This design comes from an exercise in tuning for small area, a short achievable clock period and few clock cycles per item on the open sky130 flow, not from production work. At most, simulation tests tie the RTL to the original design; equivalence was not proved. Power is estimated from default activity; no workload was simulated.

Design pfd, start of the top module:
module pfd (
  input  wire        clk,
  input  wire        rst,         
  input  wire        cmd_valid,
  output wire        cmd_ready,
  input  wire [63:0] cmd,
  input  wire [4:0]  reg_addr,
  output reg  [63:0] reg_rdata,
  input  wire [7:0]  fb_addr,
  output wire [7:0]  fb_rdata
);
==> flow/config.mk <==
export PLATFORM = sky130hd
export DESIGN_NAME = pfd
export DESIGN_NICKNAME = pfd
export VERILOG_FILES = /design/flow/design.v
export SDC_FILE = /design/flow/constraint.sdc
export NUM_CORES = 8
export LEC_CHECK = 0
export CAP_MARGIN = 15
export CORE_MARGIN = 2
export CORE_UTILIZATION = 35
export PLACE_DENSITY = 0.45
export SLEW_MARGIN = 15
==> flow/constraint.sdc <==
create_clock -name core_clock -period 20.0 [get_ports {clk}]
set_input_delay 4.0000 -clock core_clock [delete_from_list [all_inputs] [get_ports {clk}]]
set_output_delay 4.0000 -clock core_clock [all_outputs]
set_load 0.01 [all_outputs]
standard.sh (not shown) runs the stock make flow with config.mk's settings and CLKGATE_MAP_FILE= SYNTH_SCRIPT=/design/flow/synth_recipe.tcl, a recipe that flattens the netlist after the stock synthesis.
==> flow/flow/run.sh <==
#!/bin/bash
set -euo pipefail
export SETUP_SLACK_MARGIN=10
export BUFFER_PORTS_ARGS="-buffer_cell sky130_fd_sc_hd__buf_2"
export CTS_ARGS='-sink_clustering_enable -repair_clock_nets -sink_clustering_size 24 -sink_clustering_max_diameter 100 -buf_list {sky130_fd_sc_hd__clkbuf_16 sky130_fd_sc_hd__clkbuf_8} -dont_use_dummy_load'
bash standard.sh > standard.log 2>&1
The baseline passed the timing, DRC and antenna checks.
Testbench counts at the start, summed over its fixed seeds: cycles 8,304, cmds 8,296.
Then changed:
==> flow/flow/run.sh (replaced) <==
#!/bin/bash
set -euo pipefail
export SETUP_SLACK_MARGIN=11
export BUFFER_PORTS_ARGS="-buffer_cell sky130_fd_sc_hd__buf_2"
bash standard.sh > standard.log 2>&1
ABC_AREA = 1   (was not set)
CAP_MARGIN = 40   (was 15)
CTS_BUF_LIST = sky130_fd_sc_hd__clkbuf_8   (was not set)
CTS_CLUSTER_SIZE = 20   (was not set)
SLEW_MARGIN = 40   (was 15)
Effect: Design area climbs by 3.9%; register-to-register slack is better by 1.6 ns; clock skew drops by 0.058 ns; utilization climbs by 2.3 points; combinational power drops by 11%; maximum frequency drops by 2.4%.
Then changed:
--- a/flow/flow/run.sh
+++ b/flow/flow/run.sh
@@ -3 +3 @@
-export SETUP_SLACK_MARGIN=11
+export SETUP_SLACK_MARGIN=10
@@ -4,0 +5 @@
+export CTS_ARGS='-sink_clustering_enable -repair_clock_nets -sink_clustering_size 24 -sink_clustering_max_diameter 100 -buf_list {sky130_fd_sc_hd__clkbuf_16 sky130_fd_sc_hd__clkbuf_8} -dont_use_dummy_load'
CAP_MARGIN = 15   (was 40)
CORE_UTILIZATION = 42   (was 35)
CTS_BUF_LIST = not set   (was sky130_fd_sc_hd__clkbuf_8)
CTS_CLUSTER_SIZE = not set   (was 20)
PLACE_DENSITY = 0.55   (was 0.45)
SLEW_MARGIN = 15   (was 40)
The new run finished clean.
Maximum frequency goes up slightly.
Synthesized cell count does not change.
Clock power decreases by well over a third.
Clock-buffer cell count went down by 102.
Register-to-register slack gets worse by 0.42 ns.
Final area came out lower by roughly a tenth.
Total power shrinks by roughly a tenth.
Wire length shrinks by a little under a tenth.
Then changed:
==> flow/flow/run.sh (replaced) <==
#!/bin/bash
set -euo pipefail
export SETUP_SLACK_MARGIN=10
export BUFFER_PORTS_ARGS="-buffer_cell sky130_fd_sc_hd__buf_2"
export CTS_ARGS='-sink_clustering_enable -repair_clock_nets -sink_clustering_size 30 -sink_clustering_max_diameter 90 -buf_list {sky130_fd_sc_hd__clkbuf_16 sky130_fd_sc_hd__clkbuf_8} -dont_use_dummy_load'
bash standard.sh > standard.log 2>&1
CORE_UTILIZATION = 35   (was 42)
PLACE_DENSITY = 0.45   (was 0.55)
Routed wire length is higher by 5.1%.
First-iteration DRC count is lower by 12%.
Via count is lower by 1.4%.
Sequential share of layout area is lower by 0.13 points.
Synthesized cell count is unchanged.
Global-route usage is lower by 5.7 points.

========
pfd, a different RTL version from the one above (not shown whole).
Size: about 6,100 cells after synthesis, ~680 flip-flops, roughly 150 I/O pins, roughly 45,000 sq um of cells after synthesis.
clock: 20.0 ns
lec_check: 0
abc_area: 1
cap_margin: 15
core_margin: 2
core_utilization: 35
place_density: 0.45
slew_margin: 15
==> flow/flow/run.sh <==
#!/bin/bash
set -euo pipefail
export SETUP_SLACK_MARGIN=10.5
export BUFFER_PORTS_ARGS="-buffer_cell sky130_fd_sc_hd__buf_2"
export CTS_ARGS='-sink_clustering_enable -repair_clock_nets -sink_clustering_size 24 -sink_clustering_max_diameter 100 -buf_list {sky130_fd_sc_hd__clkbuf_16 sky130_fd_sc_hd__clkbuf_8} -dont_use_dummy_load'
bash standard.sh > standard.log 2>&1
The baseline completed without violations.
Change:
--- a/flow/flow/run.sh
+++ b/flow/flow/run.sh
@@ -2,3 +2,3 @@
 set -euo pipefail
-export SETUP_SLACK_MARGIN=10.5
+export SETUP_SLACK_MARGIN=10
 export BUFFER_PORTS_ARGS="-buffer_cell sky130_fd_sc_hd__buf_2"
=> The changed run ran to the end with no violations; fmax went up by about 1.3%; clock-buffer cell count stays the same; setup slack improved by 130 ps; synthesized area stays the same; critical path depth is lower by 4; hold slack improved by 9.5 ps; total power drops by about 1.8%; register-to-register slack degrades by 940 ps; die area does not change; non-clock buffer count decreases by 16; clock skew went down by 25 ps.
No functional check of the RTL was part of any run of this note.

========
## v6
Another version of the RTL of pfd (not shown whole).
Size: roughly 4700 cells after synthesis, roughly 680 flip-flops, roughly 47000 um^2 of cells after synthesis.
Settings: LEC_CHECK=0, CAP_MARGIN=40, CORE_MARGIN=2, CORE_UTILIZATION=45, PLACE_DENSITY=0.6, SLEW_MARGIN=40; clock period 20.0 ns.
run.sh (not shown) runs the stock make flow with config.mk's settings and CLKGATE_MAP_FILE= SYNTH_SCRIPT=/design/flow/synth_recipe.tcl, a recipe that flattens the netlist after the stock synthesis.
Stock flow here: none of the scripts above is used.
Testbench counts of v6, summed over its fixed seeds: cycles 8,304, cmds 8,296.
Input changes introduced in v7 (baseline for comparison: v6):
--- a/flow/config.mk
+++ b/flow/config.mk
@@ -10,2 +10,2 @@
-export CORE_UTILIZATION = 45
-export PLACE_DENSITY = 0.6
+export CORE_UTILIZATION = 22
+export PLACE_DENSITY = 0.3
Results
- On v7: mean number of vias per cell is about 22% lower than what v6 gave.
- Of v6 and v7, v7 shows the higher non-clock buffer count, with v6 below it.
- v7 vs v6: static power due to leakage up by a few percent
- Comparing v6 against v7, there is no change at all in number of buffers on the longest clock path.

[afterwards: timing with drivers on the ports]
No port has a modelled driver above. Below, the same layouts with a new extraction and two added sets of constraints. Step 1 sets driving cells, clkbuf_16 on the clock port and buf_2 on the other inputs (assumed; they add their load-dependent delay and slew). Step 2 times the ports against the registers' clock, not the clock port: input delays grow and output delays shrink by t, the midpoint of the rising clock arrivals with the driver on. Three values: no drivers, after step 1, after step 2; two values: the first two.
run	shift t [ns]	setup WS [ns]	slew at the worst register clock pin (ns)
the first run of note 1	0.706	9.759 / 9.789 / 9.110	0.11 / 0.11
the second run of note 1	0.995	9.511 / 9.445 / 9.445	0.07 / 0.07
the third run of note 1	0.717	9.592 / 9.552 / 9.300	0.11 / 0.11
the fourth run of note 1	0.752	9.518 / 9.348 / 9.235	0.12 / 0.12
the first run of note 2	0.730	9.238 / 9.187 / 9.187	0.11 / 0.11
the second run of note 2	0.742	9.372 / 9.306 / 9.257	0.11 / 0.11
v6	0.744	7.442 / 7.480 / 6.736	0.07 / 0.07
v7	0.849	6.825 / 6.888 / 6.039	0.06 / 0.06
After both steps every run listed still meets setup and hold. The setup slack of v7, which loses most, moves by +0.063 ns with the drivers and by -0.786 ns with both steps.
